This design comes from an exercise in tuning for small area, a short achievable clock period and few clock cycles on the open sky130 flow, not from production work. RTL that was checked went through simulation tests only; none was proved equivalent to the original. Only the layout flow was run in runs 1 to 3; the RTL was not checked for function there. Power is estimated from default activity; no workload was simulated.

==> design/flow/design.v <==
module wzwave_fbs (
    input  wire        clk,
    input  wire        rst,
    input  wire        in_valid,
    input  wire [7:0]  in_data,
    output wire        in_ready,
    output wire        out_valid,
    input  wire        out_ready,
    output wire        out_hdr,
    output wire        out_last,
    output wire [3:0]  out_type,
    output wire [71:0] out_data
);
    localparam integer KB = 0;                
    localparam [3:0] C_CTL  = 4'd0,  C_MIS  = 4'd1,  C_BAD  = 4'd2,  C_MAL  = 4'd3,
                     C_VER  = 4'd4,  C_MEM  = 4'd5,  C_SUC  = 4'd6,  C_INIT = 4'd7,
                     C_NPI  = 4'd8,  C_SEND = 4'd9,  C_RNI  = 4'd10, C_UPD  = 4'd11,
                     C_ROUT = 4'd12, C_CMD  = 4'd13, C_OPQ  = 4'd14, C_SCB  = 4'd15;
    localparam [3:0] A_NOP = 4'd0, A_LEN = 4'd1, A_SH0 = 4'd2, A_SH  = 4'd3,
                     A_SHP = 4'd4, A_HDR = 4'd6, A_DAT = 4'd7,
                     A_MSK = 4'd8, A_XOR = 4'd9;
    function [1:0] off0(input [3:0] code);
        case (code)
            C_SUC, C_SEND, C_RNI, C_SCB, C_MEM, C_INIT, C_ROUT: off0 = 2'd3;
            default: off0 = 2'd0;
        endcase
    endfunction
    reg  [7:0]    T;
    reg  [2047:0] ring;
    wire          we;
    wire [7:0]    wd;
    reg  [7:0]    sel;
    always @(posedge clk) begin
        if (rst) T <= 8'd0;
        else     T <= T + 8'd1;
        ring <= {ring[2039:0], we ? wd : ring[2047:2040]};
    end
    wire [7:0] rdat = ring[{sel, 3'b000} +: 8];
    wire aligned = 1'b1;
    reg  [7:0] b, sk;
    reg        bv, skv;
    wire       take;
    assign in_ready = ~skv;
    wire in_fire = in_valid & ~skv;
    always @(posedge clk) begin
        if (rst) begin
            bv  <= 1'b0;
            skv <= 1'b0;
        end else if (take || !bv) begin
            if (skv) begin
                b   <= sk;
                bv  <= 1'b1;
                skv <= 1'b0;
            end else begin
                b   <= in_data;
                bv  <= in_fire;
            end
        end else if (in_fire) begin
            sk  <= in_data;
            skv <= 1'b1;
        end
    end
    reg  [11:0] qe [0:7];
    reg  [3:0]  qn;
    wire        qpush, qpop;
    wire [11:0] qin;
    wire        qfull = qn[3];
    wire        qne   = (qn != 4'd0);
    wire [3:0]  qh_code = qe[0][11:8];
    wire [7:0]  qh_s    = qe[0][7:0];
    wire [3:0]  qwi     = qn - {3'd0, qpop};
    reg  [7:0]  hs;        
    integer qi;
    always @(posedge clk) begin
        if (rst) begin
            qn <= 4'd0;
        end else begin
            qn <= qn + {3'd0, qpush} - {3'd0, qpop};
        end
        for (qi = 0; qi < 8; qi = qi + 1) begin
            if (qpush && qwi == qi)
                qe[qi] <= qin;
            else if (qpop && qi < 7)
                qe[qi] <= qe[qi + 1];
        end
    end
    localparam [1:0] R_HUNT = 2'd0, R_SOF = 2'd1, R_BODY = 2'd2;
    reg  [1:0] rx;
    reg  [7:0] rL, rcnt, acc, rs, wa;
    reg        d0, d1;
    reg  [3:0] kcode;
    reg        kmal;
    reg        al;           
    reg        blk;          
    reg        livec;
    reg  [7:0] agec;         
    reg  [7:0] W;            
    reg  [7:0] Hr;           
    reg        liver;
    wire is_mark = (b == 8'h06) || (b == 8'h15) || (b == 8'h18);
    wire is_sof  = (b == 8'h01);
    wire lt3     = (b < 8'd3);
    wire blast   = (rcnt == rL - 8'd1);
    wire room    = !livec || (b <= ~agec);
    reg  t_ok;
    always @(*) begin
        case (rx)
            R_HUNT:  t_ok = is_mark ? (!blk && !qfull) : 1'b1;
            R_SOF:   t_ok = !blk && !qfull && (lt3 || room);
            default: t_ok = al && !blk;
        endcase
    end
    assign take = bv && t_ok;
    assign we   = take && ((rx == R_HUNT && is_mark) || rx == R_SOF || rx == R_BODY);
    assign wd   = b;
    assign qpush = take && ((rx == R_HUNT && is_mark) || (rx == R_SOF && lt3) ||
                            (rx == R_BODY && blast));
    reg  [3:0] k_code;
    reg  [7:0] k_nmin;
    always @(*) begin
        k_code = C_OPQ;
        k_nmin = 8'd0;
        if (d1) begin
            case (b)
                8'h15: begin k_code = C_VER;  k_nmin = 8'd1;  end
                8'h20: begin k_code = C_MEM;  k_nmin = 8'd5;  end
                8'h56: begin k_code = C_SUC;  k_nmin = 8'd1;  end
                8'h02: begin k_code = C_INIT; k_nmin = 8'd32; end
                8'h41: begin k_code = C_NPI;  k_nmin = 8'd5;  end
                8'h13: begin k_code = C_SEND; k_nmin = 8'd1;  end
                8'h60: begin k_code = C_RNI;  k_nmin = 8'd1;  end
                8'h80: begin k_code = C_ROUT; k_nmin = 8'd29; end
                default: ;
            endcase
        end else if (d0) begin
            case (b)
                8'h13: begin k_code = C_SCB;  k_nmin = 8'd2;  end
                8'h49: begin k_code = C_UPD;  k_nmin = 8'd2;  end
                8'h04: begin k_code = C_CMD;  k_nmin = 8'd3;  end
                default: ;
            endcase
        end
    end
    wire       cks_bad = (acc != b);
    wire [3:0] body_code = cks_bad ? C_MIS : kmal ? C_MAL : kcode;
    reg  [3:0] f_code;
    always @(*) begin
        if (rx == R_HUNT)       f_code = C_CTL;
        else if (rx == R_SOF)   f_code = C_BAD;
        else                    f_code = body_code;
    end
    assign qin = {f_code, (rx == R_BODY) ? rs : T};
    wire       k_off3 = (kcode == C_SUC) || (kcode == C_SEND) || (kcode == C_RNI) ||
                        (kcode == C_SCB) || (kcode == C_MEM) || (kcode == C_INIT) ||
                        (kcode == C_ROUT);
    wire       body_off3 = !cks_bad && !kmal && k_off3;
    always @(posedge clk) begin
        if (rst) begin
            rx <= R_HUNT;
        end else if (take) begin
            case (rx)
                R_HUNT: if (is_sof) rx <= R_SOF;
                R_SOF: begin
                    if (lt3) begin
                        rx <= is_sof ? R_SOF : R_HUNT;
                    end else begin
                        rL   <= b;
                        rcnt <= 8'd0;
                        acc  <= ~b;
                        rs   <= T;
                        rx   <= R_BODY;
                    end
                end
                default: begin
                    rcnt <= rcnt + 8'd1;
                    acc  <= acc ^ b;
                    if (rcnt == 8'd0) begin
                        d0 <= (b == 8'h00);
                        d1 <= (b == 8'h01);
                    end
                    if (rcnt == 8'd1) begin
                        kcode <= k_code;
                        kmal  <= (rL - 8'd3) < k_nmin;
                    end
                    if (blast) rx <= R_HUNT;
                end
            endcase
        end
    end
    reg        i_v;
    reg  [3:0] i_code;
    reg  [7:0] i_s;
    reg        i_ph;          
    reg  [2:0] i_h;
    reg  [7:0] i_k, i_end;
    reg  [7:0] rq;
    reg        tq_v;
    reg  [3:0] tq_act;
    reg  [3:0] tq_code;
    reg        tq_last;
    reg  [4:0] tq_j;
    reg  [7:0] e_L;
    reg  [7:0] cacc;
    reg  [7:0] pd;
    reg  [7:0] cm;
    reg        cmv, pendh, fin;
    reg         o_valid, o_hdr, o_last;
    reg  [3:0]  o_type;
    reg  [65:0] od;
    wire        ofree = !o_valid || out_ready;
    wire [7:0] L_f = (tq_v && tq_act == A_LEN) ? rq : e_L;
    wire [7:0] seq_n_opq = e_L - 8'd3;
    wire [7:0] seq_n_ver = e_L - 8'd4;
    wire [7:0] seq_n_upd = e_L - 8'd5;
    wire [7:0] seq_n_cmd = e_L - 8'd6;
    reg  [3:0] s_act;
    reg        s_last;
    reg        s_rd;
    reg  [4:0] s_j;
    always @(*) begin
        s_act  = A_NOP;
        s_last = 1'b0;
        s_rd   = 1'b1;
        s_j    = i_k[4:0];
        if (!i_ph) begin
            case (i_code)
                C_CTL, C_BAD, C_SUC, C_SEND, C_RNI: begin s_act = A_HDR; s_last = 1'b1; end
                C_SCB: begin s_act = (i_h == 3'd0) ? A_SH0 : A_HDR; s_last = (i_h == 3'd1); end
                C_MEM: begin
                    s_act  = (i_h == 3'd0) ? A_SH0 : (i_h == 3'd4) ? A_HDR : A_SH;
                    s_last = (i_h == 3'd4);
                end
                C_INIT: s_act = (i_h == 3'd0) ? A_SH0 : (i_h == 3'd2) ? A_SHP : A_SH;
                C_ROUT: begin s_act = A_MSK; s_j = 5'd0; end
                C_UPD: begin
                    s_act  = (i_h == 3'd0) ? A_LEN : (i_h == 3'd1) ? A_SH0 : A_HDR;
                    s_last = (i_h == 3'd2) && (seq_n_upd == 8'd0);
                end
                C_CMD: begin
                    s_act  = (i_h == 3'd0) ? A_LEN : (i_h == 3'd1) ? A_SH0 :
                             (i_h == 3'd2) ? A_SH : A_HDR;
                    s_last = (i_h == 3'd3) && (seq_n_cmd == 8'd0);
                end
                C_OPQ: begin
                    s_act  = (i_h == 3'd0) ? A_LEN : (i_h == 3'd1) ? A_SH0 : A_HDR;
                    s_last = (i_h == 3'd2) && (seq_n_opq == 8'd0);
                end
                C_VER: begin
                    s_act  = (i_h == 3'd0) ? A_LEN : (i_h == 3'd1) ? A_NOP : A_HDR;
                    s_rd   = (i_h != 3'd1);
                    s_last = (i_h == 3'd2) && (seq_n_ver == 8'd0);
                end
                C_NPI: begin
                    s_act  = (i_h == 3'd0) ? A_LEN : (i_h == 3'd1) ? A_SH0 :
                             (i_h == 3'd5) ? A_HDR : A_SH;
                    s_last = (i_h == 3'd5);
                end
                C_MIS: s_act = A_LEN;
                C_MAL: begin
                    s_act  = (i_h == 3'd0) ? A_LEN : (i_h == 3'd1) ? A_SH0 : A_HDR;
                    s_last = (i_h == 3'd2);
                end
                default: s_act = A_NOP;
            endcase
        end else begin
            s_last = (i_code == C_MIS) ? (i_k == L_f - 8'd1) : (i_k == i_end);
            case (i_code)
                C_INIT, C_ROUT: s_act = A_MSK;
                C_MIS:          s_act = s_last ? A_HDR : A_XOR;
                default:        s_act = A_DAT;
            endcase
        end
    end
    reg        n_ph;
    reg  [2:0] n_h;
    reg  [7:0] n_k, n_end;
    reg  [7:0] s_dsel;
    always @(*) begin
        n_ph   = i_ph;
        n_h    = i_h + 3'd1;
        n_k    = i_k + 8'd1;
        n_end  = i_end;
        s_dsel = 8'd0;
        if (!i_ph) begin
            n_k = 8'd0;
            case (i_code)
                C_INIT: if (i_h == 3'd2) begin n_ph = 1'b1; n_end = 8'd28; end
                C_ROUT: begin n_ph = 1'b1; n_k = 8'd1; n_end = 8'd28; end
                C_UPD: begin
                    if (i_h == 3'd0) s_dsel = 8'hFE;                     
                    if (i_h == 3'd2) begin n_ph = 1'b1; n_end = seq_n_upd - 8'd1; end
                end
                C_CMD: begin
                    if (i_h == 3'd0) s_dsel = 8'hFE;
                    if (i_h == 3'd3) begin n_ph = 1'b1; n_end = seq_n_cmd - 8'd1; end
                end
                C_OPQ: if (i_h == 3'd2) begin n_ph = 1'b1; n_end = seq_n_opq - 8'd1; end
                C_VER: begin
                    if (i_h == 3'd0) s_dsel = 8'd1;                      
                    if (i_h == 3'd1) s_dsel = 8'd2 - L_f;                
                    if (i_h == 3'd2) begin                               
                        n_ph = 1'b1; n_end = seq_n_ver - 8'd1;
                        s_dsel = e_L - 8'd3;
                    end
                end
                C_NPI: begin
                    if (i_h == 3'd0) s_dsel = 8'hFE;                     
                    if (i_h == 3'd2) s_dsel = 8'd8 - e_L;                
                end
                C_MIS: n_ph = 1'b1;
                default: ;
            endcase
        end
    end
    wire [7:0] m     = cmv ? cm : rq;
    wire       m_nz  = (m != 8'd0);
    reg  [2:0] m_i;
    always @(*) begin
        casez (m)
            8'b???????1: m_i = 3'd0;
            8'b??????10: m_i = 3'd1;
            8'b?????100: m_i = 3'd2;
            8'b????1000: m_i = 3'd3;
            8'b???10000: m_i = 3'd4;
            8'b??100000: m_i = 3'd5;
            8'b?1000000: m_i = 3'd6;
            default:     m_i = 3'd7;
        endcase
    end
    wire [7:0] m_rest = m & (m - 8'd1);
    wire       rfirst = (tq_code == C_ROUT) && (tq_j == 5'd0) && !cmv;
    reg c_done;       
    always @(*) begin
        c_done = 1'b1;
        if (fin) c_done = !tq_v;
        else if (tq_v) begin
            case (tq_act)
                A_NOP, A_LEN, A_XOR: c_done = 1'b1;
                A_MSK: c_done = ofree && (!m_nz || (m_rest == 8'd0));
                default: c_done = ofree;
            endcase
        end
    end
    wire ifire = c_done && i_v && (aligned || !s_rd);
    wire ilast = !i_v || s_last;
    wire inext = c_done && (!i_v || (ifire && s_last));    
    assign qpop = inext && qne;
    always @(posedge clk) begin
        if (inext)
            sel <= hs;
        else if (ifire)
            sel <= sel + s_dsel;
        else
            sel <= sel + 8'd1;
        if (rst) begin
            i_v  <= 1'b0;
            tq_v <= 1'b0;
        end else if (c_done) begin
            rq      <= rdat;
            tq_v    <= ifire;
            tq_act  <= s_act;
            tq_code <= i_code;
            tq_last <= s_last;
            tq_j    <= s_j;
            if (inext) begin
                i_v    <= qne;
                i_code <= qh_code;
                i_s    <= qh_s;
                i_ph   <= 1'b0;
                i_h    <= 3'd0;
                i_k    <= 8'd0;
            end else if (ifire) begin
                i_ph  <= n_ph;
                i_h   <= n_h;
                i_k   <= n_k;
                i_end <= n_end;
            end
        end
    end
    wire [7:0] qin_s   = (rx == R_BODY) ? rs : T;
    wire [1:0] qin_o   = (rx == R_BODY) ? (body_off3 ? 2'd3 : 2'd0) : 2'd0;
    wire [3:0] qe1_code = qe[1][11:8];
    wire [7:0] qe1_s    = qe[1][7:0];
    always @(posedge clk) begin
        if (qpop && qn >= 4'd2)
            hs <= T + 8'd1 - qe1_s - {6'd0, off0(qe1_code)};
        else if ((qpop && qn == 4'd1) || !qne)
            hs <= T + 8'd1 - qin_s - {6'd0, qin_o};
        else
            hs <= hs + 8'd1;
    end
    function [7:0] nmin_of(input [7:0] dir, input [7:0] fc);
        begin
            nmin_of = 8'd0;
            if (dir == 8'h01) begin
                case (fc)
                    8'h15, 8'h56, 8'h13, 8'h60: nmin_of = 8'd1;
                    8'h20, 8'h41: nmin_of = 8'd5;
                    8'h02: nmin_of = 8'd32;
                    8'h80: nmin_of = 8'd29;
                    default: ;
                endcase
            end else if (dir == 8'h00) begin
                case (fc)
                    8'h13, 8'h49: nmin_of = 8'd2;
                    8'h04: nmin_of = 8'd3;
                    default: ;
                endcase
            end
        end
    endfunction
    wire [7:0] b0 = od[31:24];
    wire [7:0] b1 = od[23:16];
    wire [1:0] tier = b0[5:4];
    reg  [65:0] hfmt;
    always @(*) begin
        hfmt = 66'd0;
        case (tq_code)
            C_MIS:  hfmt[23:0] = {cacc, rq, e_L};
            C_MAL:  hfmt[31:0] = {nmin_of(od[7:0], rq), e_L - 8'd3, rq, od[7:0]};
            C_MEM:  hfmt[39:0] = {rq, od[31:0]};
            C_SUC:  hfmt[8:0]  = {(rq != 8'd0), rq};
            C_NPI: begin
                hfmt[65:42] = {rq, od[7:0], od[15:8]};
                hfmt[7:0]   = b0;
                hfmt[15:8]  = b1;
                hfmt[16]    = b0[7];
                hfmt[18:17] = tier;
                hfmt[21:19] = b0[2:0];
                hfmt[22]    = b1[3];
                hfmt[23]    = b1[4];
                hfmt[24]    = b1[0];
                hfmt[25]    = !tier[1];
                hfmt[41:26] = (tier == 2'd0) ? 16'd9600 : (tier == 2'd1) ? 16'd40000 : 16'd0;
            end
            C_SEND: begin hfmt[7:0] = rq; hfmt[24] = 1'b1; end
            C_SCB:  begin hfmt[23:8] = {rq, od[7:0]}; hfmt[25] = 1'b1; end
            C_RNI:  hfmt[8:0] = {(rq == 8'h01), rq};
            C_UPD, C_OPQ: hfmt[15:0] = {rq, od[7:0]};
            C_CMD:  hfmt[23:0] = {rq, od[7:0], od[15:8]};
            default: hfmt[7:0] = rq;
        endcase
    end
    wire [3:0] tq_type = (tq_code == C_SCB) ? C_SEND : tq_code;
    always @(posedge clk) begin
        if (rst) begin
            o_valid <= 1'b0;
            fin     <= 1'b0;
            cmv     <= 1'b0;
            pendh   <= 1'b0;
        end else begin
            if (out_ready) o_valid <= 1'b0;
            if (fin) begin
                if (ofree) begin
                    o_valid <= 1'b1;
                    o_last  <= 1'b1;
                    o_hdr   <= pendh;
                    if (!pendh) od <= {58'd0, pd + 8'd1};
                    pendh   <= 1'b0;
                    fin     <= 1'b0;
                end
            end else if (tq_v) begin
                case (tq_act)
                    A_LEN: begin e_L <= rq; cacc <= ~rq; end
                    A_XOR: cacc <= cacc ^ rq;
                    A_SH0: if (ofree) od <= {58'd0, rq};
                    A_SH:  if (ofree) od <= {od[57:0], rq};
                    A_SHP: if (ofree) begin
                        od     <= {42'd0, rq, od[7:0], od[15:8]};
                        pendh  <= 1'b1;
                        o_type <= tq_type;
                    end
                    A_HDR: if (ofree) begin
                        o_valid <= 1'b1;
                        o_hdr   <= 1'b1;
                        o_last  <= tq_last;
                        o_type  <= tq_type;
                        od      <= hfmt;
                    end
                    A_DAT: if (ofree) begin
                        o_valid <= 1'b1;
                        o_hdr   <= 1'b0;
                        o_last  <= tq_last;
                        o_type  <= tq_type;
                        od      <= {58'd0, rq};
                    end
                    A_MSK: if (ofree) begin
                        o_type <= tq_type;
                        if (rfirst) begin
                            od    <= 66'd0;
                            pendh <= 1'b1;
                        end
                        if (m_nz) begin
                            o_valid <= 1'b1;
                            o_last  <= 1'b0;
                            o_hdr   <= pendh || rfirst;
                            if (!(pendh || rfirst)) od <= {58'd0, pd + 8'd1};
                            pendh   <= 1'b0;
                            pd      <= {tq_j, m_i};
                            if (m_rest == 8'd0) begin
                                cmv <= 1'b0;
                                fin <= tq_last;
                            end else begin
                                cm  <= m_rest;
                                cmv <= 1'b1;
                            end
                        end else begin
                            fin <= tq_last;
                        end
                    end
                    default: ;
                endcase
            end
        end
    end
    assign out_valid = o_valid;
    assign out_hdr   = o_hdr;
    assign out_last  = o_last;
    assign out_type  = o_type;
    assign out_data  = {6'd0, od};
    wire       live = i_v || qne || (rx == R_BODY);
    wire [7:0] H    = i_v ? i_s : qne ? qh_s : rs;
    wire [7:0] T1   = T + 8'd1;
    wire       livep = liver || we;
    always @(posedge clk) begin
        if (rst) begin
            blk   <= 1'b0;
            livec <= 1'b0;
            liver <= 1'b0;
            al    <= 1'b0;
        end else begin
            liver <= live;
            Hr    <= live ? H : T;
            if (we) begin
                W     <= T1;
                wa    <= T1;
                al    <= 1'b1;
                blk   <= liver && (T1 == Hr);
                agec  <= liver ? (T1 - Hr) : 8'd1;
                livec <= 1'b1;
            end else begin
                al    <= (T1 == wa);
                blk   <= liver && (((T1 - Hr) < (W - Hr)) || (W == Hr));
                agec  <= T1 - Hr;
                livec <= liver;
            end
        end
    end
endmodule
==> design/flow/run.sh <==
#!/bin/bash
# synth_recipe.tcl (not shown) runs the flow's synth.tcl, then flattens the netlist and writes it again
# the make line also repeats each setting of config.mk as NAME=value (left out here)
make -C /OpenROAD-flow-scripts/flow DESIGN_CONFIG=/design/flow/config.mk WORK_HOME=/design/flow/orfs CLKGATE_MAP_FILE= SYNTH_SCRIPT=/design/flow/synth_recipe.tcl finish
==> design/flow/config.mk <==
export PLATFORM = sky130hd
export DESIGN_NAME = wzwave_fbs
export DESIGN_NICKNAME = wzwave_fbs
export VERILOG_FILES = /design/flow/design.v
export SDC_FILE = /design/flow/constraint.sdc
export NUM_CORES = 4
export LEC_CHECK = 0
export CAP_MARGIN = 20
export CORE_MARGIN = 2
export CORE_UTILIZATION = 40
export SLEW_MARGIN = 20
==> design/flow/constraint.sdc <==
create_clock -name core_clock -period 10.0 [get_ports {clk}]
set_input_delay 2.0000 -clock core_clock [delete_from_list [all_inputs] [get_ports {clk}]]
set_output_delay 2.0000 -clock core_clock [all_outputs]
set_load 0.01 [all_outputs]
==> impl_metrics.py, run 1 <==
metrics = {
    "clock_network": {
        "ctsHoldBuffers": 0,
        "clk_path_buf_depth": 3,
        "cts_root_buffer": "clkbuf_16",
        "insertion_delay_ps": 860,
        "cts_resized": 0,
        "cts_buffers": 221,
        "cts_tree": "built",
        "ctsHtreeMaxLevel": 4,
        "clkTransAtPathRegs_ps": 60,
        "cts.sinks": 2422,
        "post-cts-setup-buffer-count": 0,
    },
    "worst_setup_path": {
        "crit_type": "reg2reg",
        "timing.critical_path.from": "tq_act[2]",
        "arrival_ps": 7170,
        "crit_slowest_cell": "nand2_1",
        "slowest_delay_ps": 640,
        "cp_cell_sequence": "nand4bb_1 > nor2_2 > a21boi_1 > ha_1 > inv_1 > a21oi_1 > o31ai_1 > xor2_1 > a2111oi_2 > o211a_4 > o21ai_4 > nand2b_1 > inv_1 > ha_1 > ha_1 > xnor2_1 > nand2_1 > nor2_1 > nand4_1 > nand2_1",
        "r2r_start": "tq_act[2]",
        "critPathTopFamily": "simple AND/OR/NAND/NOR gates",
        "crit_buf_inv": 2,
        "cp_max_fo": 15,
        "cp-start-kind": "flop",
        "worst_r2r_path_depth": 20,
        "worstPathRequired_ps": 10490,
        "crit_path_frequent_cell": "ha_1",
        "worstReg2RegEnd": "qe[1][9]",
        "rrSetupSlack_ps": 3310,
        "end_kind": "flop",
    },
    "pwr": {
        "power_frac_comb_pct": 18.8,
        "intPower_mw": 17.3,
        "p_sw_mw": 6.77,
        "leakage_nw": 33.6,
        "p_total_mw": 24.0,
        "p_per_area_nw_per_um2": 263,
        "seqPwrFrac_pct": 45.3,
        "sw_frac_of_total_pct": 28.2,
        "power_frac_clock_pct": 35.9,
        "ir_worst_vdd_v": 0.000198,
    },
    "die": {
        "die_w_um": 452,
        "core-area_um2": 200000,
        "start_util_pct": 40.2,
        "die_h_um": 452,
        "rows": 164,
        "io_pins": 92,
        "fp.dieArea_um2": 204000,
    },
    "placement": {
        "hpwl_mm": 97.7,
        "dp.cells": 7661,
        "gp_congestion": 0.874,
        "port_buffers": 85,
    },
    "synth": {
        "ys_seq_area_share_pct": 64.5,
        "netlist_area_um2": 80300,
        "synth-edff-count": 332,
        "yosysWarnings": 2,
        "avgSynthCellArea_um2": 15.6,
        "ys_async_sr_fraction_pct": 0,
        "synth_top_flop_cell": "dfxtp_1",
        "synthCells": 5157,
        "synth-seq-cells": 2422,
        "synth_cell_types": 105,
    },
    "sta": {
        "setup_tns_ps": 0,
        "timing.fmax_mhz": 150,
        "worst_slew_pin_slew_ps": 1080,
        "rsz0062_at_grt": "false",
        "skew_ps": 41.8,
        "finalCritPeriodShare_pct": 66.9,
        "hold_viol_final": 0,
        "fin_crit_ps": 6690,
        "slew_headroom_pct": 28.2,
        "whs_ps": 318,
        "setup_viol": 0,
        "drv_slew": 0,
    },
    "finish": {
        "fin_util_pct": 45.8,
        "final_nets": 5352,
        "largest_register_ffs": 2048,
        "reg_top3": "ring: 2048 flops, qe: 96 flops, od: 66 flops",
        "largest_register": "ring",
        "final_cell_count_no_fill": 8079,
        "drive_above_1_share_pct": 23.3,
        "synthToLayoutAreaGrowth_pct": 13.8,
    },
    "route": {
        "wl_per_cell_um": 19.8,
        "drt_first_pass_iters": 7,
        "drc": 0,
        "vias": 41839,
        "drt_iter0_drc": 2819,
        "via_per_inst": 5.18,
        "antenna_left": 0,
        "drt_wl_total_mm": 160,
    },
    "grt": {
        "grt_usage_pct": 15.7,
        "globalRoute.totalOverflow": 0,
        "antenna_found_initial": 1,
        "grt_pass1_vias": 43640,
        "grt_pass1_wl_mm": 257,
        "grt_start_max_net_pins": 156,
    },
    "outcome": {
        "outcome": "finished clean",
    },
    "hold_path": {
        "hold_class": "reg2reg",
        "min_to": "ring[1494]",
        "worstHoldStart": "ring[1486]",
        "hold_depth": 0,
    },
    "job": {
        "maxCapViolCount": 0,
    },
}
[Yosys cell counts (all sizes together), types with 9 or more instances]
cell type	n	area, µm²
a221o	10	100
o21bai	13	97.6
edfxtp	332	9970
a221oi	18	158
a21oi	161	806
nand2b	27	171
or3	9	61.3
nor3	58	312
o211ai	12	95.1
nor2	191	719
and3	27	169
inv	110	413
buf	135	709
mux2	110	1270
a21o	22	166
nor2b	45	282
clkbuf	166	624
ha	103	1290
o22ai	17	106
or4	9	71.3
a222oi	16	160
mux4	680	15300
nor4	22	168
dfxtp	2090	41800
nand3	73	370
o21ai	96	492
and2	11	68.8
nand4	11	68.8
a22o	11	96.3
xor2	72	638
mux2i	20	200
o21a	11	82.6
a22oi	40	300
nand2	175	659
a211oi	19	148
a31oi	17	106
xnor2	105	920
[worst max path at each step]
stage	endpoint	slack, ps	cells past startpoint
after floorplan	od[0]	3660	4
after global placement	qe[1][8]	2940	20
after detailed placement	qe[1][8]	2830	20
after CTS	qe[1][9]	2790	20
after global routing	qe[1][4]	2690	20
final	qe[1][9]	3310	20
[final cells by class]
cell class / count / area [µm²]
Antenna cell: 1 / 2.50
Clock buffer: 293 / 6300
Clock inverter: 123 / 1340
Fill cell: 17210 / 108000
Inverter: 112 / 420
Multi-Input combinational cell: 2327 / 26800
Sequential cell: 2422 / 51800
Tap cell: 2656 / 3320
Timing Repair Buffer: 145 / 1370
[placed cells by master (no fill, tap or decap), types with 20 or more instances in the layout]
cell / count
dfxtp_1: 2083
mux4_2: 680
edfxtp_1: 332
clkbuf_16: 226
nor2_1: 188
nand2_1: 174
a21oi_1: 161
inv_1: 110
xnor2_1: 105
ha_1: 103
o21ai_0: 87
clkdlybuf4s50_1: 84
mux2_2: 82
nand3_1: 72
xor2_1: 71
clkinv_2: 55
buf_4: 54
nor3_1: 49
nor2b_1: 45
a22oi_1: 40
clkbuf_8: 39
and3_1: 27
clkbuf_1: 27
nand2b_1: 26
a21o_1: 21
nor4_1: 20
mux2i_1: 20
[power by group through the flow]
stage / clock network, mW / registers, mW / logic (mW)
floorplan: 0 / 10.7 / 3.73
global placement: 0 / 11.1 / 4.58
detailed placement: 0 / 11.1 / 4.60
CTS: 8.87 / 10.9 / 4.62
global route: 9.25 / 10.9 / 4.98
finish: 8.64 / 10.9 / 4.51
[cell families (layout without fill, tap and decap cells)]
family                     Yosys count  after routing  synth area share [%]
DFF                               2422           2422                  64.5
muxes                              810            810                  20.9
other                                1              7               0.00467
buffers and inverters              413            673                  2.18
AOI/OAI and AO/OA                  527            527                  4.37
adders and majority gates          112            112                  1.82
xor gates and xnor gates           177            177                  1.94
and+or+nand+nor                    695            695                  4.27
[per-layer routing]
layer / wire length (µm) / global-route usage [%] / vias to the layer above / part of all wire [%]
li1: - / - / 19337 / -
met1: 75500 / 22.9 / 21247 / 47
met2: 72400 / 23.8 / 1009 / 45
met3: 8010 / 2.75 / 246 / 5.0
met4: 3870 / 4.84 / 0 / 2.4
met5: 0 / 0 / - / 0
[metrics by stage]
step / worst slack, ps / area, µm²
2_1_floorplan: 3660 / 80300
3_3_place_gp: 2940 / 83700
3_5_place_dp: 2830 / 83700
4_1_cts: 2790 / 91300
5_1_grt: 2690 / 91400
6_report: 3310 / 91400
==> run 2: changes to the inputs <==
--- a/design/flow/design.v
+++ b/design/flow/design.v
@@ -36,6 +36,7 @@
         ring <= {ring[2039:0], we ? wd : ring[2047:2040]};
     end
-    wire [7:0] rdat = ring[{sel, 3'b000} +: 8];
-    wire aligned = 1'b1;
+    wire [7:0] amask   = (8'd1 << KB) - 8'd1;
+    wire [7:0] rdat    = ring[{sel & ~amask, 3'b000} +: 8];
+    wire       aligned = ((sel & amask) == 8'd0);
     reg  [7:0] b, sk;
     reg        bv, skv;
@@ -69,5 +70,4 @@
     wire [3:0]  qh_code = qe[0][11:8];
     wire [7:0]  qh_s    = qe[0][7:0];
-    wire [3:0]  qwi     = qn - {3'd0, qpop};
     reg  [7:0]  hs;        
     integer qi;
@@ -79,8 +79,13 @@
         end
         for (qi = 0; qi < 8; qi = qi + 1) begin
-            if (qpush && qwi == qi)
-                qe[qi] <= qin;
-            else if (qpop && qi < 7)
-                qe[qi] <= qe[qi + 1];
+            if (qpop) begin
+                if (qpush && qn == qi + 1)
+                    qe[qi] <= qin;
+                else if (qi < 7)
+                    qe[qi] <= qe[qi + 1];
+            end else begin
+                if (qpush && qn == qi)
+                    qe[qi] <= qin;
+            end
         end
     end
@@ -101,5 +106,6 @@
     wire is_sof  = (b == 8'h01);
     wire lt3     = (b < 8'd3);
-    wire blast   = (rcnt == rL - 8'd1);
+    reg  [7:0] rrem;
+    wire blast   = (rrem == 8'd0);
     wire room    = !livec || (b <= ~agec);
     reg  t_ok;
@@ -167,4 +173,5 @@
                         rL   <= b;
                         rcnt <= 8'd0;
+                        rrem <= b - 8'd1;
                         acc  <= ~b;
                         rs   <= T;
@@ -174,4 +181,5 @@
                 default: begin
                     rcnt <= rcnt + 8'd1;
+                    rrem <= rrem - 8'd1;
                     acc  <= acc ^ b;
                     if (rcnt == 8'd0) begin
@@ -192,4 +200,6 @@
     reg  [7:0] i_s;
     reg        i_ph;          
+    reg        i_last;        
+    reg        i_rd;          
     reg  [2:0] i_h;
     reg  [7:0] i_k, i_end;
@@ -197,4 +207,6 @@
     reg        tq_v;
     reg  [3:0] tq_act;
+    reg        tq_nf;         
+    reg        tq_msk;
     reg  [3:0] tq_code;
     reg        tq_last;
@@ -204,5 +216,5 @@
     reg  [7:0] pd;
     reg  [7:0] cm;
-    reg        cmv, pendh, fin;
+    reg        cmv, cm_le1, pendh, fin;
     reg         o_valid, o_hdr, o_last;
     reg  [3:0]  o_type;
@@ -210,62 +222,31 @@
     wire        ofree = !o_valid || out_ready;
     wire [7:0] L_f = (tq_v && tq_act == A_LEN) ? rq : e_L;
-    wire [7:0] seq_n_opq = e_L - 8'd3;
-    wire [7:0] seq_n_ver = e_L - 8'd4;
-    wire [7:0] seq_n_upd = e_L - 8'd5;
-    wire [7:0] seq_n_cmd = e_L - 8'd6;
     reg  [3:0] s_act;
-    reg        s_last;
-    reg        s_rd;
     reg  [4:0] s_j;
     always @(*) begin
         s_act  = A_NOP;
-        s_last = 1'b0;
-        s_rd   = 1'b1;
         s_j    = i_k[4:0];
         if (!i_ph) begin
             case (i_code)
-                C_CTL, C_BAD, C_SUC, C_SEND, C_RNI: begin s_act = A_HDR; s_last = 1'b1; end
-                C_SCB: begin s_act = (i_h == 3'd0) ? A_SH0 : A_HDR; s_last = (i_h == 3'd1); end
-                C_MEM: begin
-                    s_act  = (i_h == 3'd0) ? A_SH0 : (i_h == 3'd4) ? A_HDR : A_SH;
-                    s_last = (i_h == 3'd4);
-                end
+                C_CTL, C_BAD, C_SUC, C_SEND, C_RNI: s_act = A_HDR;
+                C_SCB:  s_act = (i_h == 3'd0) ? A_SH0 : A_HDR;
+                C_MEM:  s_act = (i_h == 3'd0) ? A_SH0 : (i_h == 3'd4) ? A_HDR : A_SH;
                 C_INIT: s_act = (i_h == 3'd0) ? A_SH0 : (i_h == 3'd2) ? A_SHP : A_SH;
                 C_ROUT: begin s_act = A_MSK; s_j = 5'd0; end
-                C_UPD: begin
-                    s_act  = (i_h == 3'd0) ? A_LEN : (i_h == 3'd1) ? A_SH0 : A_HDR;
-                    s_last = (i_h == 3'd2) && (seq_n_upd == 8'd0);
-                end
-                C_CMD: begin
-                    s_act  = (i_h == 3'd0) ? A_LEN : (i_h == 3'd1) ? A_SH0 :
-                             (i_h == 3'd2) ? A_SH : A_HDR;
-                    s_last = (i_h == 3'd3) && (seq_n_cmd == 8'd0);
-                end
-                C_OPQ: begin
-                    s_act  = (i_h == 3'd0) ? A_LEN : (i_h == 3'd1) ? A_SH0 : A_HDR;
-                    s_last = (i_h == 3'd2) && (seq_n_opq == 8'd0);
-                end
-                C_VER: begin
-                    s_act  = (i_h == 3'd0) ? A_LEN : (i_h == 3'd1) ? A_NOP : A_HDR;
-                    s_rd   = (i_h != 3'd1);
-                    s_last = (i_h == 3'd2) && (seq_n_ver == 8'd0);
-                end
-                C_NPI: begin
-                    s_act  = (i_h == 3'd0) ? A_LEN : (i_h == 3'd1) ? A_SH0 :
-                             (i_h == 3'd5) ? A_HDR : A_SH;
-                    s_last = (i_h == 3'd5);
-                end
-                C_MIS: s_act = A_LEN;
-                C_MAL: begin
-                    s_act  = (i_h == 3'd0) ? A_LEN : (i_h == 3'd1) ? A_SH0 : A_HDR;
-                    s_last = (i_h == 3'd2);
-                end
+                C_UPD:  s_act = (i_h == 3'd0) ? A_LEN : (i_h == 3'd1) ? A_SH0 : A_HDR;
+                C_CMD:  s_act = (i_h == 3'd0) ? A_LEN : (i_h == 3'd1) ? A_SH0 :
+                                (i_h == 3'd2) ? A_SH : A_HDR;
+                C_OPQ:  s_act = (i_h == 3'd0) ? A_LEN : (i_h == 3'd1) ? A_SH0 : A_HDR;
+                C_VER:  s_act = (i_h == 3'd0) ? A_LEN : (i_h == 3'd1) ? A_NOP : A_HDR;
+                C_NPI:  s_act = (i_h == 3'd0) ? A_LEN : (i_h == 3'd1) ? A_SH0 :
+                                (i_h == 3'd5) ? A_HDR : A_SH;
+                C_MIS:  s_act = A_LEN;
+                C_MAL:  s_act = (i_h == 3'd0) ? A_LEN : (i_h == 3'd1) ? A_SH0 : A_HDR;
                 default: s_act = A_NOP;
             endcase
         end else begin
-            s_last = (i_code == C_MIS) ? (i_k == L_f - 8'd1) : (i_k == i_end);
             case (i_code)
                 C_INIT, C_ROUT: s_act = A_MSK;
-                C_MIS:          s_act = s_last ? A_HDR : A_XOR;
+                C_MIS:          s_act = i_last ? A_HDR : A_XOR;
                 default:        s_act = A_DAT;
             endcase
@@ -275,4 +256,5 @@
     reg  [2:0] n_h;
     reg  [7:0] n_k, n_end;
+    reg        n_last, n_rd;
     reg  [7:0] s_dsel;
     always @(*) begin
@@ -281,24 +263,43 @@
         n_k    = i_k + 8'd1;
         n_end  = i_end;
+        n_rd   = 1'b1;
         s_dsel = 8'd0;
+        n_last = (i_code == C_MIS) ? (i_k + 8'd1 == L_f - 8'd1) : (i_k + 8'd1 == i_end);
         if (!i_ph) begin
-            n_k = 8'd0;
+            n_k    = 8'd0;
+            n_last = 1'b0;
             case (i_code)
+                C_SCB: n_last = 1'b1;
+                C_MEM: n_last = (i_h == 3'd3);
                 C_INIT: if (i_h == 3'd2) begin n_ph = 1'b1; n_end = 8'd28; end
                 C_ROUT: begin n_ph = 1'b1; n_k = 8'd1; n_end = 8'd28; end
                 C_UPD: begin
                     if (i_h == 3'd0) s_dsel = 8'hFE;                     
-                    if (i_h == 3'd2) begin n_ph = 1'b1; n_end = seq_n_upd - 8'd1; end
+                    if (i_h == 3'd1) n_last = (L_f == 8'd5);
+                    if (i_h == 3'd2) begin
+                        n_ph = 1'b1; n_end = e_L - 8'd6; n_last = (e_L == 8'd6);
+                    end
                 end
                 C_CMD: begin
                     if (i_h == 3'd0) s_dsel = 8'hFE;
-                    if (i_h == 3'd3) begin n_ph = 1'b1; n_end = seq_n_cmd - 8'd1; end
+                    if (i_h == 3'd2) n_last = (L_f == 8'd6);
+                    if (i_h == 3'd3) begin
+                        n_ph = 1'b1; n_end = e_L - 8'd7; n_last = (e_L == 8'd7);
+                    end
+                end
+                C_OPQ: begin
+                    if (i_h == 3'd1) n_last = (L_f == 8'd3);
+                    if (i_h == 3'd2) begin
+                        n_ph = 1'b1; n_end = e_L - 8'd4; n_last = (e_L == 8'd4);
+                    end
                 end
-                C_OPQ: if (i_h == 3'd2) begin n_ph = 1'b1; n_end = seq_n_opq - 8'd1; end
                 C_VER: begin
-                    if (i_h == 3'd0) s_dsel = 8'd1;                      
-                    if (i_h == 3'd1) s_dsel = 8'd2 - L_f;                
+                    if (i_h == 3'd0) begin s_dsel = 8'd1; n_rd = 1'b0; end  
+                    if (i_h == 3'd1) begin                               
+                        s_dsel = 8'd2 - L_f;
+                        n_last = (L_f == 8'd4);
+                    end
                     if (i_h == 3'd2) begin                               
-                        n_ph = 1'b1; n_end = seq_n_ver - 8'd1;
+                        n_ph = 1'b1; n_end = e_L - 8'd5; n_last = (e_L == 8'd5);
                         s_dsel = e_L - 8'd3;
                     end
@@ -307,12 +308,16 @@
                     if (i_h == 3'd0) s_dsel = 8'hFE;                     
                     if (i_h == 3'd2) s_dsel = 8'd8 - e_L;                
+                    n_last = (i_h == 3'd4);
                 end
                 C_MIS: n_ph = 1'b1;
+                C_MAL: n_last = (i_h == 3'd1);
                 default: ;
             endcase
         end
     end
-    wire [7:0] m     = cmv ? cm : rq;
-    wire       m_nz  = (m != 8'd0);
+    wire [7:0] m      = cmv ? cm : rq;
+    wire       m_nz   = (m != 8'd0);
+    wire       rq_le1 = ((rq & (rq - 8'd1)) == 8'd0);
+    wire       m_le1  = cmv ? cm_le1 : rq_le1;
     reg  [2:0] m_i;
     always @(*) begin
@@ -328,29 +333,28 @@
         endcase
     end
-    wire [7:0] m_rest = m & (m - 8'd1);
-    wire       rfirst = (tq_code == C_ROUT) && (tq_j == 5'd0) && !cmv;
-    reg c_done;       
-    always @(*) begin
-        c_done = 1'b1;
-        if (fin) c_done = !tq_v;
-        else if (tq_v) begin
-            case (tq_act)
-                A_NOP, A_LEN, A_XOR: c_done = 1'b1;
-                A_MSK: c_done = ofree && (!m_nz || (m_rest == 8'd0));
-                default: c_done = ofree;
-            endcase
-        end
-    end
-    wire ifire = c_done && i_v && (aligned || !s_rd);
-    wire ilast = !i_v || s_last;
-    wire inext = c_done && (!i_v || (ifire && s_last));    
+    wire [7:0] m_rest  = m & (m - 8'd1);
+    wire       mr_le1  = ((m_rest & (m_rest - 8'd1)) == 8'd0);
+    wire       rfirst  = (tq_code == C_ROUT) && (tq_j == 5'd0) && !cmv;
+    wire c_go = fin ? !tq_v : (!tq_v || tq_nf || !tq_msk || m_le1);
+    wire c_st = fin ? !tq_v : (!tq_v || tq_nf);
+    wire c_done = ofree ? c_go : c_st;
+    wire ifire = c_done && i_v && (aligned || !i_rd);
+    wire inext = c_done && (!i_v || (ifire && i_last));    
     assign qpop = inext && qne;
+    function first_last(input [3:0] code);
+        case (code)
+            C_CTL, C_BAD, C_SUC, C_SEND, C_RNI: first_last = 1'b1;
+            default: first_last = 1'b0;
+        endcase
+    endfunction
+    wire [7:0] sel_f = sel + s_dsel;
+    wire [7:0] sel_h = sel + 8'd1;
     always @(posedge clk) begin
         if (inext)
             sel <= hs;
         else if (ifire)
-            sel <= sel + s_dsel;
+            sel <= sel_f;
         else
-            sel <= sel + 8'd1;
+            sel <= sel_h;
         if (rst) begin
             i_v  <= 1'b0;
@@ -360,6 +364,8 @@
             tq_v    <= ifire;
             tq_act  <= s_act;
+            tq_nf   <= (s_act == A_NOP) || (s_act == A_LEN) || (s_act == A_XOR);
+            tq_msk  <= (s_act == A_MSK);
             tq_code <= i_code;
-            tq_last <= s_last;
+            tq_last <= i_last;
             tq_j    <= s_j;
             if (inext) begin
@@ -370,9 +376,13 @@
                 i_h    <= 3'd0;
                 i_k    <= 8'd0;
+                i_last <= first_last(qh_code);
+                i_rd   <= 1'b1;
             end else if (ifire) begin
-                i_ph  <= n_ph;
-                i_h   <= n_h;
-                i_k   <= n_k;
-                i_end <= n_end;
+                i_ph   <= n_ph;
+                i_h    <= n_h;
+                i_k    <= n_k;
+                i_end  <= n_end;
+                i_last <= n_last;
+                i_rd   <= n_rd;
             end
         end
@@ -498,10 +508,11 @@
                             pendh   <= 1'b0;
                             pd      <= {tq_j, m_i};
-                            if (m_rest == 8'd0) begin
+                            if (m_le1) begin
                                 cmv <= 1'b0;
                                 fin <= tq_last;
                             end else begin
-                                cm  <= m_rest;
-                                cmv <= 1'b1;
+                                cm     <= m_rest;
+                                cm_le1 <= mr_le1;
+                                cmv    <= 1'b1;
                             end
                         end else begin
--- a/design/flow/config.mk
+++ b/design/flow/config.mk
@@ -9,3 +9,4 @@
 export CORE_MARGIN = 2
 export CORE_UTILIZATION = 40
+export SETUP_SLACK_MARGIN = 5
 export SLEW_MARGIN = 20
==> run 2 against run 1 <==
  * Core utilization up 0.24 points
  * Largest cell class unchanged
  * Synthesized cell count grew 4.3%
  * Sequential share of layout area down 0.70 points
  * Still clean on timing, DRC and antenna
==> impl_metrics.py, run 2 <==
metrics = {
    "route": {
        "drt_wl_total_mm": 166,
        "wl_per_cell_um": 20.0,
        "antenna_left": 0,
        "vias": 43951,
        "drt_first_pass_iters": 7,
        "via_per_inst": 5.30,
        "drc": 0,
        "drt_iter0_drc": 3515,
    },
    "hold_path": {
        "hold_class": "reg2reg",
        "worstHoldStart": "ring[256]",
    },
    "pwr": {
        "leakage_nw": 34.1,
        "p_total_mw": 24.5,
        "ir_worst_vdd_v": 0.000353,
        "p_per_area_nw_per_um2": 267,
    },
    "worst_setup_path": {
        "arrival_ps": 5490,
        "cp-start-kind": "input pin",
        "end_kind": "flop",
        "timing.critical_path.from": "out_ready",
        "crit_type": "in2reg",
        "r2r_start": "sel[1]",
        "worstPathRequired_ps": 10720,
        "cp_max_fo": 6,
    },
    "outcome": {
        "outcome": "finished clean",
    },
    "grt": {
        "antenna_found_initial": 2,
        "globalRoute.totalOverflow": 0,
        "grt_pass1_vias": 45262,
        "grt_pass1_wl_mm": 266,
        "grt_usage_pct": 16.2,
        "grt_start_max_net_pins": 123,
    },
    "finish": {
        "drive_above_1_share_pct": 20.6,
        "n_fill_cell": 17238,
        "fin_util_pct": 46.0,
        "final_nets": 5579,
        "final_cell_mix": "dfxtp_1 (2,157), mux4_2 (640), edfxtp_1 (272), clkbuf_16 (229), nor2_1 (227)",
        "antenna_cells": 0,
        "largest_register": "ring",
        "synthToLayoutAreaGrowth_pct": 14.3,
        "largest_register_ffs": 2048,
        "reg_top3": "ring: 2048 flops, qe: 96 flops, od: 66 flops",
        "layout_commonest_cell": "dfxtp_1",
    },
    "clock_network": {
        "clk_path_buf_depth": 3,
        "cts_tree": "built",
        "cts_buffers": 225,
        "clkTransAtPathRegs_ps": 60,
        "ctsHoldBuffers": 0,
        "ctsHtreeMaxLevel": 4,
        "cts_root_buffer": "clkbuf_16",
        "insertion_delay_ps": 860,
        "cts.sinks": 2434,
    },
    "die": {
        "fp.dieArea_um2": 205000,
        "die_w_um": 452,
        "core-area_um2": 200000,
        "die_h_um": 452,
        "start_util_pct": 40.3,
        "rows": 164,
        "io_pins": 92,
    },
    "synth": {
        "synthCells": 5377,
        "synthTopCellsByArea": "dfxtp_1 (54%), mux4_2 (18%), edfxtp_1 (10%)",
        "avgSynthCellArea_um2": 15.0,
        "yosysWarnings": 2,
        "synth_top_area_share_pct": 53.8,
        "ys_async_sr_fraction_pct": 0,
        "synth_cell_types": 93,
        "yosysMostFrequentCell": "dfxtp_1",
        "ys_seq_area_share_pct": 64.0,
        "synthTopCellsByCount": "dfxtp_1 (2,162), mux4_2 (640), edfxtp_1 (272), nor2_1 (232), nand2_1 (206)",
        "synth_top_flop_cell": "dfxtp_1",
        "synth-seq-cells": 2434,
        "netlist_area_um2": 80400,
        "synth-edff-count": 272,
        "post-synth-top-area-cell": "dfxtp_1",
    },
    "sta": {
        "worst_slew_pin_slew_ps": 1090,
        "rsz0062_at_grt": "false",
        "setup_viol": 0,
        "slew_headroom_pct": 26.6,
        "finalCritPeriodShare_pct": 47.7,
        "timing.fmax_mhz": 210,
        "drv_slew": 0,
        "skew_ps": 57.3,
        "fin_crit_ps": 4770,
        "setup_tns_ps": 0,
        "hold_viol_final": 0,
    },
    "placement": {
        "gp_congestion": 0.870,
        "port_buffers": 85,
        "hpwl_mm": 101,
    },
    "job": {
        "maxCapViolCount": 0,
    },
}
## run 2: logic make-up after synthesis
group                      count (synthesis)  synth area share [%]
muxes                                    791                  19.9
AOI/OAI and AO/OA                        674                  5.83
xor gates and xnor gates                 149                  1.64
other                                      1               0.00466
buffers and inverters                    436                  2.15
adders and majority gates                115                  1.86
DFF                                     2434                  64.0
and+or+nand+nor                          777                  4.61
## run 2: timing repair
action	4_1_cts	5_1_grt
pin swaps	1	0
setup endpoints to repair	14	4
cloned	0	0
resized for setup	2	2
setup buffers	1	0
## run 2: final cells by class
class                           instances  area (µm²)  area share, %
Inverter                              119         449          0.489
Multi-Input combinational cell       2512       27400           29.8
Sequential cell                      2434       51500           56.0
Timing Repair Buffer                  162        1530           1.66
Clock buffer                          330        6570           7.15
Tap cell                             2656        3320           3.62
Clock inverter                         85        1190           1.29
## run 2: path summary, 6_finish.rpt
kind	slack, ps	cells after the start	to
worst min-delay path	320	0	ring[264]
worst max register to register	5310	8	rq[2]
worst min register to register	320	0	ring[264]
worst max-delay path	5230	16	sel[7]
## run 2: routing by layer
| layer | vias to the layer above | routed length, µm | part of all wire (%) | GRT usage [%] |
|---|---|---|---|---|
| li1 | 20241 | - | - | - |
| met1 | 22312 | 77900 | 47 | 23.5 |
| met2 | 1128 | 76000 | 46 | 25.0 |
| met3 | 268 | 8550 | 5.1 | 2.69 |
| met4 | 2 | 3580 | 2.2 | 4.80 |
| met5 | - | 13 | 0.0078 | 0 |
## run 2: report_power, final
group          switching, mW  internal (mW)  total, mW
registers              0.407           10.3       10.7
logic                   2.98           2.08       5.06
clock network           3.68           5.07       8.74
total                   7.07           17.5       24.5
## run 2: stage by stage
| stage | cell area, µm² | cells | setup WS, ps | hold slack, ps |
|---|---|---|---|---|
| 2_1_floorplan | 80400 | 5382 | 5190 | 326 |
| 3_3_place_gp | 84100 | 7882 | 3760 | 327 |
| 3_5_place_dp | 84100 | 7882 | 3680 | 331 |
| 4_1_cts | 91800 | 8298 | 5240 | 319 |
| 5_1_grt | 91900 | 8298 | 5000 | 333 |
| 6_report | 91900 | 8298 | 5230 | 316 |
## run 2: worst max-delay path, cell delays in order
cell and delay, ps:
clkdlybuf4s50_1 450, nor2b_1 450, nor2_1 110, nand2_1 200
nor3b_1 130, nand2_1 90, and2_1 200, nand3_1 220
ha_1 320, a21o_1 160, a21oi_1 210, o21ai_0 150
o41ai_1 370, xnor2_1 190, xnor2_1 130, o21ai_0 90
==> run 3: changes to the inputs <==
==> design/flow/flow/run.sh (new file) <==
#!/bin/bash
# The standard layout (the standard.sh: ORFS synthesis through finish) with a
# tighter timing-repair target: repair_timing aims at a setup slack of
# SETUP_SLACK_MARGIN ns instead of 0 at the design's clock period.
set -euo pipefail
bash standard.sh SETUP_SLACK_MARGIN=6.6 finish > standard.log 2>&1
==> design/flow/standard.sh (new file) <==
#!/bin/bash
# synth_recipe.tcl (not shown) runs the flow's synth.tcl, then flattens the netlist and writes it again
# the make line also repeats each setting of config.mk as NAME=value (left out here)
make -C /OpenROAD-flow-scripts/flow DESIGN_CONFIG=/design/flow/config.mk WORK_HOME=/design/flow/orfs CLKGATE_MAP_FILE= SYNTH_SCRIPT=/design/flow/synth_recipe.tcl "${@:-finish}"
--- a/design/flow/config.mk
+++ b/design/flow/config.mk
@@ -9,4 +9,3 @@
 export CORE_MARGIN = 2
 export CORE_UTILIZATION = 40
-export SETUP_SLACK_MARGIN = 5
 export SLEW_MARGIN = 20
removed: design/flow/run.sh
==> run 3 against run 2 <==
  * Core utilization is 1.9 points higher
  * Design area is 4.2% higher
  * Clock power hardly changed
  * Largest cell class unchanged
  * Largest power group unchanged
==> impl_metrics.py, run 3 <==
metrics = {
    "route": {
        "vias": 45431,
        "via_per_inst": 5.32,
        "antenna_left": 0,
        "drt_wl_total_mm": 178,
        "wl_per_cell_um": 20.9,
        "drt_first_pass_iters": 9,
        "drt_iter0_drc": 3731,
        "drc": 0,
    },
    "sta": {
        "drv_slew": 0,
        "timing.fmax_mhz": 253,
        "skew_ps": 41.6,
        "setup_tns_ps": 0,
        "worst_slew_pin_slew_ps": 1160,
        "fin_crit_ps": 3960,
        "slew_headroom_pct": 22.5,
        "rsz0062_at_grt": "true",
        "setup_viol": 0,
        "finalCritPeriodShare_pct": 39.6,
        "hold_viol_final": 0,
    },
    "worst_setup_path": {
        "crit_path_frequent_cell": "a21o_1",
        "cp_max_fo": 2,
        "crit_type": "reg2reg",
        "end_kind": "flop",
        "crit_slowest_cell": "or4_4",
        "cp-start-kind": "flop",
        "slowest_delay_ps": 540,
        "cp_cell_sequence": "buf_12 > xor2_1 > nor4_1 > nand2_1 > or2_4 > or4_4 > fa_2 > buf_6 > fa_2 > a21o_1 > a21o_1 > a21o_1 > a21oi_2 > xnor2_1 > mux2i_1 > a21oi_1",
        "arrival_ps": 4750,
        "worstPathRequired_ps": 10790,
    },
    "die": {
        "rows": 164,
        "core-area_um2": 200000,
        "die_h_um": 452,
        "die_w_um": 452,
        "start_util_pct": 40.3,
        "fp.dieArea_um2": 205000,
        "io_pins": 92,
    },
    "finish": {
        "largest_register_ffs": 2048,
        "final_nets": 5822,
        "reg_top3": "ring: 2048 flops, qe: 96 flops, od: 66 flops",
        "largest_register": "ring",
        "drive_above_1_share_pct": 28.0,
        "layout_commonest_cell": "dfxtp_1",
        "n_fill_cell": 16906,
        "final_cell_mix": "dfxtp_1 (2,150), mux4_2 (640), edfxtp_1 (272), clkbuf_16 (237), buf_4 (223)",
        "antenna_cells": 0,
        "synthToLayoutAreaGrowth_pct": 19.1,
    },
    "synth": {
        "yosysWarnings": 2,
        "ys_async_sr_fraction_pct": 0,
        "yosysMostFrequentCell": "dfxtp_1",
        "avgSynthCellArea_um2": 15.0,
        "synth-edff-count": 272,
        "synth-seq-cells": 2434,
        "post-synth-top-area-cell": "dfxtp_1",
        "synth_top_flop_cell": "dfxtp_1",
        "netlist_area_um2": 80400,
        "ys_seq_area_share_pct": 64.0,
        "synth_top_area_share_pct": 53.8,
        "synthTopCellsByArea": "dfxtp_1 (54%), mux4_2 (18%), edfxtp_1 (10%)",
        "synthCells": 5377,
        "synth_cell_types": 93,
        "synthTopCellsByCount": "dfxtp_1 (2,162), mux4_2 (640), edfxtp_1 (272), nor2_1 (232), nand2_1 (206)",
    },
    "grt": {
        "grt_pass1_wl_mm": 278,
        "grt_usage_pct": 17.1,
        "globalRoute.totalOverflow": 0,
        "antenna_found_initial": 3,
        "grt_pass1_vias": 46798,
        "grt_start_max_net_pins": 77,
    },
    "clock_network": {
        "ctsHtreeMaxLevel": 4,
        "cts_buffers": 225,
        "cts_root_buffer": "clkbuf_16",
        "cts.sinks": 2434,
        "clk_path_buf_depth": 3,
        "insertion_delay_ps": 860,
        "ctsHoldBuffers": 0,
        "cts_tree": "built",
        "clkTransAtPathRegs_ps": 70,
    },
    "pwr": {
        "p_total_mw": 25.7,
        "p_per_area_nw_per_um2": 269,
        "ir_worst_vdd_v": 0.000244,
        "leakage_nw": 36.0,
    },
    "hold_path": {
        "hold_class": "reg2reg",
    },
    "job": {
        "maxCapViolCount": 0,
    },
    "placement": {
        "gp_congestion": 0.880,
        "port_buffers": 85,
        "hpwl_mm": 100,
    },
    "outcome": {
        "outcome": "finished clean",
    },
}
==> run 3: cell counts after synthesis <==
No cell type changed its count.
==> run 3: metal layers <==
layer	wire length [µm]	global-route usage, %
met5	21	0
met4	4860	5.62
met2	81700	26.6
met3	9850	2.88
met1	82000	24.3
==> run 3: logic make-up after synthesis <==
family	synth area share, %
flops	64.0
mux	19.9
simple gates	4.61
compound gates	5.83
buf+inv	2.15
xor+xnor	1.64
fa+ha+maj	1.86
other cells	0.00466
==> run 3: cell type report <==
| class | instances | area, µm² | area share (%) |
|---|---|---|---|
| tap | 2656 | 3320 | 3.47 |
| inverter | 119 | 469 | 0.490 |
| multi-input combinational | 2521 | 28500 | 29.8 |
| sequential | 2434 | 51500 | 53.8 |
| clock inverter | 84 | 1090 | 1.14 |
| clock buffer | 337 | 6670 | 6.97 |
| timing repair buffer | 396 | 4160 | 4.35 |
==> run 3: stage by stage <==
| step | setup slack [ps] | util [%] | area (µm²) | std cells | hold slack (ps) |
|---|---|---|---|---|---|
| floorplan | 5560 | - | 81000 | 5382 | 326 |
| global placement | 4160 | 42.2 | 84300 | 7871 | 327 |
| detailed placement | 4090 | 42.2 | 84300 | 7872 | 331 |
| CTS | 5930 | 47.3 | 94500 | 8484 | 320 |
| global route | 5820 | 47.9 | 95700 | 8547 | 327 |
| finish | 6040 | 47.9 | 95700 | 8547 | 325 |
==> run 3: report_power, final <==
group	total [mW]	switching, mW	internal [mW]	leakage [nW]
sequential	10.7	0.373	10.3	20.0
combinational	6.27	3.49	2.79	12.2
clock	8.73	3.72	5.01	3.80
==> run 3: worst paths after layout <==
kind                                start   endpoint  slack (ps)  cells after the start
worst min-delay path            ring[814]  ring[822]         320                      0
worst min register to register  ring[814]  ring[822]         320                      0
worst max register to register       b[3]      hs[6]        6040                     16
worst max-delay path                 b[3]      hs[6]        6040                     16
==> run 3: repair_timing <==
| item | 4_1_cts | 5_1_grt |
|---|---|---|
| endpoints found under the setup margin | 472 | 312 |
| pin swaps | 44 | 31 |
| setup buffers | 165 | 52 |
| gates cloned | 26 | 11 |
| gates resized for setup | 466 | 118 |
==> run 3: critical path: cells and delay by family (launching register included) <==
kind | cells | cell delay, ps
flops | 1 | 410
xor+xnor | 2 | 280
mux | 1 | 90
fa+ha+maj | 2 | 750
compound gates | 5 | 800
simple gates | 4 | 1310
buf+inv | 2 | 280
==> run 4: changes to the inputs <==
--- a/design/flow/design.v
+++ b/design/flow/design.v
@@ -62,10 +62,10 @@
         end
     end
-    reg  [11:0] qe [0:7];
-    reg  [3:0]  qn;
+    reg  [11:0] qe [0:11];
+    reg  [4:0]  qn;
     wire        qpush, qpop;
     wire [11:0] qin;
-    wire        qfull = qn[3];
-    wire        qne   = (qn != 4'd0);
+    wire        qfull = (qn == 12);
+    wire        qne   = (qn != 5'd0);
     wire [3:0]  qh_code = qe[0][11:8];
     wire [7:0]  qh_s    = qe[0][7:0];
@@ -74,13 +74,13 @@
     always @(posedge clk) begin
         if (rst) begin
-            qn <= 4'd0;
+            qn <= 5'd0;
         end else begin
-            qn <= qn + {3'd0, qpush} - {3'd0, qpop};
+            qn <= qn + {4'd0, qpush} - {4'd0, qpop};
         end
-        for (qi = 0; qi < 8; qi = qi + 1) begin
+        for (qi = 0; qi < 12; qi = qi + 1) begin
             if (qpop) begin
                 if (qpush && qn == qi + 1)
                     qe[qi] <= qin;
-                else if (qi < 7)
+                else if (qi < 11)
                     qe[qi] <= qe[qi + 1];
             end else begin
@@ -92,5 +92,6 @@
     localparam [1:0] R_HUNT = 2'd0, R_SOF = 2'd1, R_BODY = 2'd2;
     reg  [1:0] rx;
-    reg  [7:0] rL, rcnt, acc, rs, wa;
+    reg  [7:0] rL, acc, rs, wa;
+    reg  [1:0] rph;
     reg        d0, d1;
     reg  [3:0] kcode;
@@ -100,5 +101,4 @@
     reg        livec;
     reg  [7:0] agec;         
-    reg  [7:0] W;            
     reg  [7:0] Hr;           
     reg        liver;
@@ -172,5 +172,5 @@
                     end else begin
                         rL   <= b;
-                        rcnt <= 8'd0;
+                        rph  <= 2'd0;
                         rrem <= b - 8'd1;
                         acc  <= ~b;
@@ -180,12 +180,12 @@
                 end
                 default: begin
-                    rcnt <= rcnt + 8'd1;
+                    if (rph != 2'd2) rph <= rph + 2'd1;
                     rrem <= rrem - 8'd1;
                     acc  <= acc ^ b;
-                    if (rcnt == 8'd0) begin
+                    if (rph == 2'd0) begin
                         d0 <= (b == 8'h00);
                         d1 <= (b == 8'h01);
                     end
-                    if (rcnt == 8'd1) begin
+                    if (rph == 2'd1) begin
                         kcode <= k_code;
                         kmal  <= (rL - 8'd3) < k_nmin;
@@ -393,7 +393,7 @@
     wire [7:0] qe1_s    = qe[1][7:0];
     always @(posedge clk) begin
-        if (qpop && qn >= 4'd2)
+        if (qpop && qn >= 5'd2)
             hs <= T + 8'd1 - qe1_s - {6'd0, off0(qe1_code)};
-        else if ((qpop && qn == 4'd1) || !qne)
+        else if ((qpop && qn == 5'd1) || !qne)
             hs <= T + 8'd1 - qin_s - {6'd0, qin_o};
         else
@@ -544,5 +544,4 @@
             Hr    <= live ? H : T;
             if (we) begin
-                W     <= T1;
                 wa    <= T1;
                 al    <= 1'b1;
@@ -552,5 +551,5 @@
             end else begin
                 al    <= (T1 == wa);
-                blk   <= liver && (((T1 - Hr) < (W - Hr)) || (W == Hr));
+                blk   <= liver && (((T1 - Hr) < (wa - Hr)) || (wa == Hr));
                 agec  <= T1 - Hr;
                 livec <= liver;
==> design/flow/run.sh (new file) <==
#!/bin/bash
# synth_recipe.tcl (not shown) runs the flow's synth.tcl, then flattens the netlist and writes it again
# the make line also repeats each setting of config.mk as NAME=value (left out here)
make -C /OpenROAD-flow-scripts/flow DESIGN_CONFIG=/design/flow/config.mk WORK_HOME=/design/flow/orfs CLKGATE_MAP_FILE= SYNTH_SCRIPT=/design/flow/synth_recipe.tcl finish
--- a/design/flow/config.mk
+++ b/design/flow/config.mk
@@ -9,3 +9,4 @@
 export CORE_MARGIN = 2
 export CORE_UTILIZATION = 40
+export SETUP_SLACK_MARGIN = 5
 export SLEW_MARGIN = 20
removed: design/flow/flow/run.sh
removed: design/flow/standard.sh
==> run 4 against run 3 <==
  * Critical path depth stayed put
  * Clock skew is 26 ps higher
  * Global-route usage is 1.3 points lower
  * Critical path type unchanged
  * Fmax is 18% lower
  * Critical endpoint is now hs[7]
  * Clock-buffer cell count is 11 higher
  * Largest cell class unchanged
  * Die area is 2.3% higher
  * Via count is 3.0% lower
  * Synthesized cell count is 1.1% higher
  * Clock power is 3.0% higher
  * Design area is 1.3% lower
  * Non-clock buffer count is 210 lower
  * Area after synthesis is 2.3% higher
==> impl_metrics.py, run 4 <==
metrics = {
    "outcome": {
        "outcome": "finished clean",
    },
    "placement": {
        "place_area_um2": 86100,
        "dp.cells": 7974,
        "port_buffers": 85,
        "hpwl_mm": 100,
    },
    "die": {
        "core-area_um2": 205000,
        "die_w_um": 458,
        "die_h_um": 458,
        "start_util_pct": 40.2,
        "rows": 166,
        "io_pins": 92,
    },
    "sta": {
        "drv_slew": 0,
        "hold_viol_final": 0,
        "whs_ps": 311,
        "slew_headroom_pct": 24.0,
        "setup_tns_ps": 0,
        "timing.fmax_mhz": 208,
        "finalCritPeriodShare_pct": 48.0,
    },
    "worst_setup_path": {
        "rrSetupSlack_ps": 5200,
        "cp-start-kind": "flop",
        "crit_buf_inv": 1,
        "end_kind": "flop",
        "critPathTopFamily": "simple AND/OR/NAND/NOR gates",
        "crit_slowest_cell": "or4_1",
        "worstPathRequired_ps": 10690,
        "worstReg2RegEnd": "hs[7]",
        "crit_path_frequent_cell": "a21oi_1",
        "worst_r2r_path_depth": 16,
    },
    "synth": {
        "synth_top_flop_cell": "dfxtp_1",
        "post-synth-top-area-cell": "dfxtp_1",
        "ys_async_sr_fraction_pct": 0,
        "synth_top_area_share_pct": 53.8,
        "synthTopCellsByCount": "dfxtp_1 (2,211), mux4_2 (672), edfxtp_1 (266), mux2i_1 (247), nand2_1 (204)",
        "synth-edff-count": 266,
        "yosysWarnings": 2,
        "synthCells": 5435,
        "yosysMostFrequentCell": "dfxtp_1",
        "synthTopCellsByArea": "dfxtp_1 (54%), mux4_2 (18%), edfxtp_1 (9.7%)",
        "synth-seq-cells": 2477,
    },
    "finish": {
        "drive_above_1_share_pct": 22.0,
        "final_cell_count_no_fill": 8432,
        "multi_input_comb_area_um2": 28600,
        "reg_top3": "ring: 2048 flops, qe: 144 flops, od: 66 flops",
        "final_nets": 5671,
        "n_fill_cell": 17603,
        "regArea_um2": 52300,
        "synthToLayoutAreaGrowth_pct": 14.8,
        "layout_commonest_cell": "dfxtp_1",
        "largest_register": "ring",
    },
    "grt": {
        "grt_pass1_vias": 45979,
        "grt_usage_pct": 15.8,
        "grt_start_max_net_pins": 159,
        "antenna_found_initial": 5,
        "globalRoute.totalOverflow": 0,
    },
    "route": {
        "vias": 44071,
        "via_per_inst": 5.23,
        "drt_iter0_drc": 3162,
        "wl_per_cell_um": 19.6,
    },
    "clock_network": {
        "cts_root_buffer": "clkbuf_16",
        "cts_tree": "built",
        "ctsHtreeMaxLevel": 4,
        "clk_path_buf_depth": 3,
        "clkTransAtPathRegs_ps": 60,
        "ctsHoldBuffers": 0,
        "cts.sinks": 2477,
    },
    "hold_path": {
        "hold_class": "reg2reg",
        "hold_depth": 0,
        "min_to": "ring[319]",
    },
    "pwr": {
        "p_total_mw": 25.7,
        "p_per_area_nw_per_um2": 272,
        "ir_worst_vdd_v": 0.000237,
    },
}
## run 4: cell count changes in the layout (fill, tap and decap cells not counted), sizes merged, moves of 16 or more
cell | before | now
inv | 125 | 109
clkdlybuf4s50 | 9 | 83
mux4 | 640 | 672
buf | 366 | 102
nor2 | 234 | 187
dfxtp | 2162 | 2211
a32oi | 18 | 1
mux2i | 107 | 247
a222oi | 49 | 15
## run 4: timing repair
action,in CTS,in global routing
gates resized for setup,18,10
pin swaps,1,4
setup buffers,5,13
gates cloned,3,0
endpoints found under the hold margin,0,0
setup endpoints to repair,107,8
## run 4: report_power, final
part | internal [mW] | total (mW) | leakage (nW) | switching, mW
Combinational | 2.39 | 5.51 | 10.7 | 3.12
Clock | 5.24 | 8.99 | 3.92 | 3.75
Sequential | 10.7 | 11.2 | 20.4 | 0.546
Total | 18.3 | 25.7 | 34.9 | 7.42
## run 4: routing by layer
layer	track usage (%)	vias to the layer above	share of wire, %
met5	0	-	0
met1	22.7	22301	47
li1	-	20436	-
met3	2.61	276	5.1
met2	24.8	1058	46
met4	4.44	0	2.1
## run 4: cells by family (layout without fill, tap and decap cells)
kind of cell | count (synthesis) | after routing | synth area share, %
fa+ha+maj | 127 | 127 | 1.98
flops | 2477 | 2477 | 63.5
mux | 966 | 966 | 22.0
xor+xnor | 146 | 146 | 1.55
simple gates | 737 | 739 | 4.41
other cells | 1 | 10 | 0.00456
buf+inv | 424 | 722 | 2.05
compound gates | 557 | 557 | 4.45
## run 4: final cells by class
class                   count  share of cell area (%)
flip-flops and latches   2477                    55.4
inverters                 103                   0.427
diodes                      4                  0.0106
repair buffers            186                    1.80
well taps                2688                    3.56
clock buffers             348                    7.28
multi-input cells        2541                    30.3
clock inverters            84                    1.24
repair inverters            1                 0.00928
## run 4: metrics by stage
step | setup slack, ps | utilization, %
after floorplan | 4750 | -
after global placement | 3000 | 42.1
after detailed placement | 2980 | 42.1
after CTS | 5020 | 46.1
after global routing | 4920 | 46.2
final | 5200 | 46.2
## run 4: worst max-delay path by stage
stage | start | end | cells after the start
final | b[6] | hs[7] | 16
after global routing | b[2] | hs[7] | 16
after CTS | out_ready | qn[4] | 16
after detailed placement | out_ready | qn[4] | 16
after global placement | out_ready | qn[4] | 16
after floorplan | out_ready | sel[7] | 18
## run 4: worst register-to-register path, cell delays in order, from the launching register on
cell and delay [ps]:
edfxtp_1 360, buf_4 240, xor2_1 210, nor4_1 340
nand2_1 200, or2_2 330, or4_1 670, fa_1 510
ha_1 310, a21o_1 170, a21oi_1 240, nor2b_1 80
o21a_1 190, o41ai_1 440, xnor2_1 160, mux2i_1 150
a21oi_1 80
Testbench counts of run 4, summed over its fixed seeds: cycles 31,317.

-- afterwards: timing with drivers on the ports --
No port has a modelled driver above. Below, the same layouts with a new extraction and two added sets of constraints. Step 1, drivers: a clkbuf_16 drives clk and a buf_2 each remaining input, both assumed. Step 2 times the ports against the registers' clock, not the clock port: input delays grow and output delays shrink by t, the midpoint of the rising clock arrivals with the driver on. a / b / c = no drivers / after step 1 / after step 2; a / b = the first two.
run	t, ns	setup slack, ns	worst setup path after step 2
run 1	0.928	3.312 / 3.312 / 3.312	register to register
run 2	0.920	5.231 / 5.296 / 4.376	input to register
run 3	0.924	6.041 / 6.041 / 5.600	input to register
run 4	0.915	5.197 / 5.197 / 4.414	input to register
After both steps every run listed still meets setup and hold. The setup slack of run 2, which loses most, moves by +0.065 ns with the drivers and by -0.855 ns with both steps.
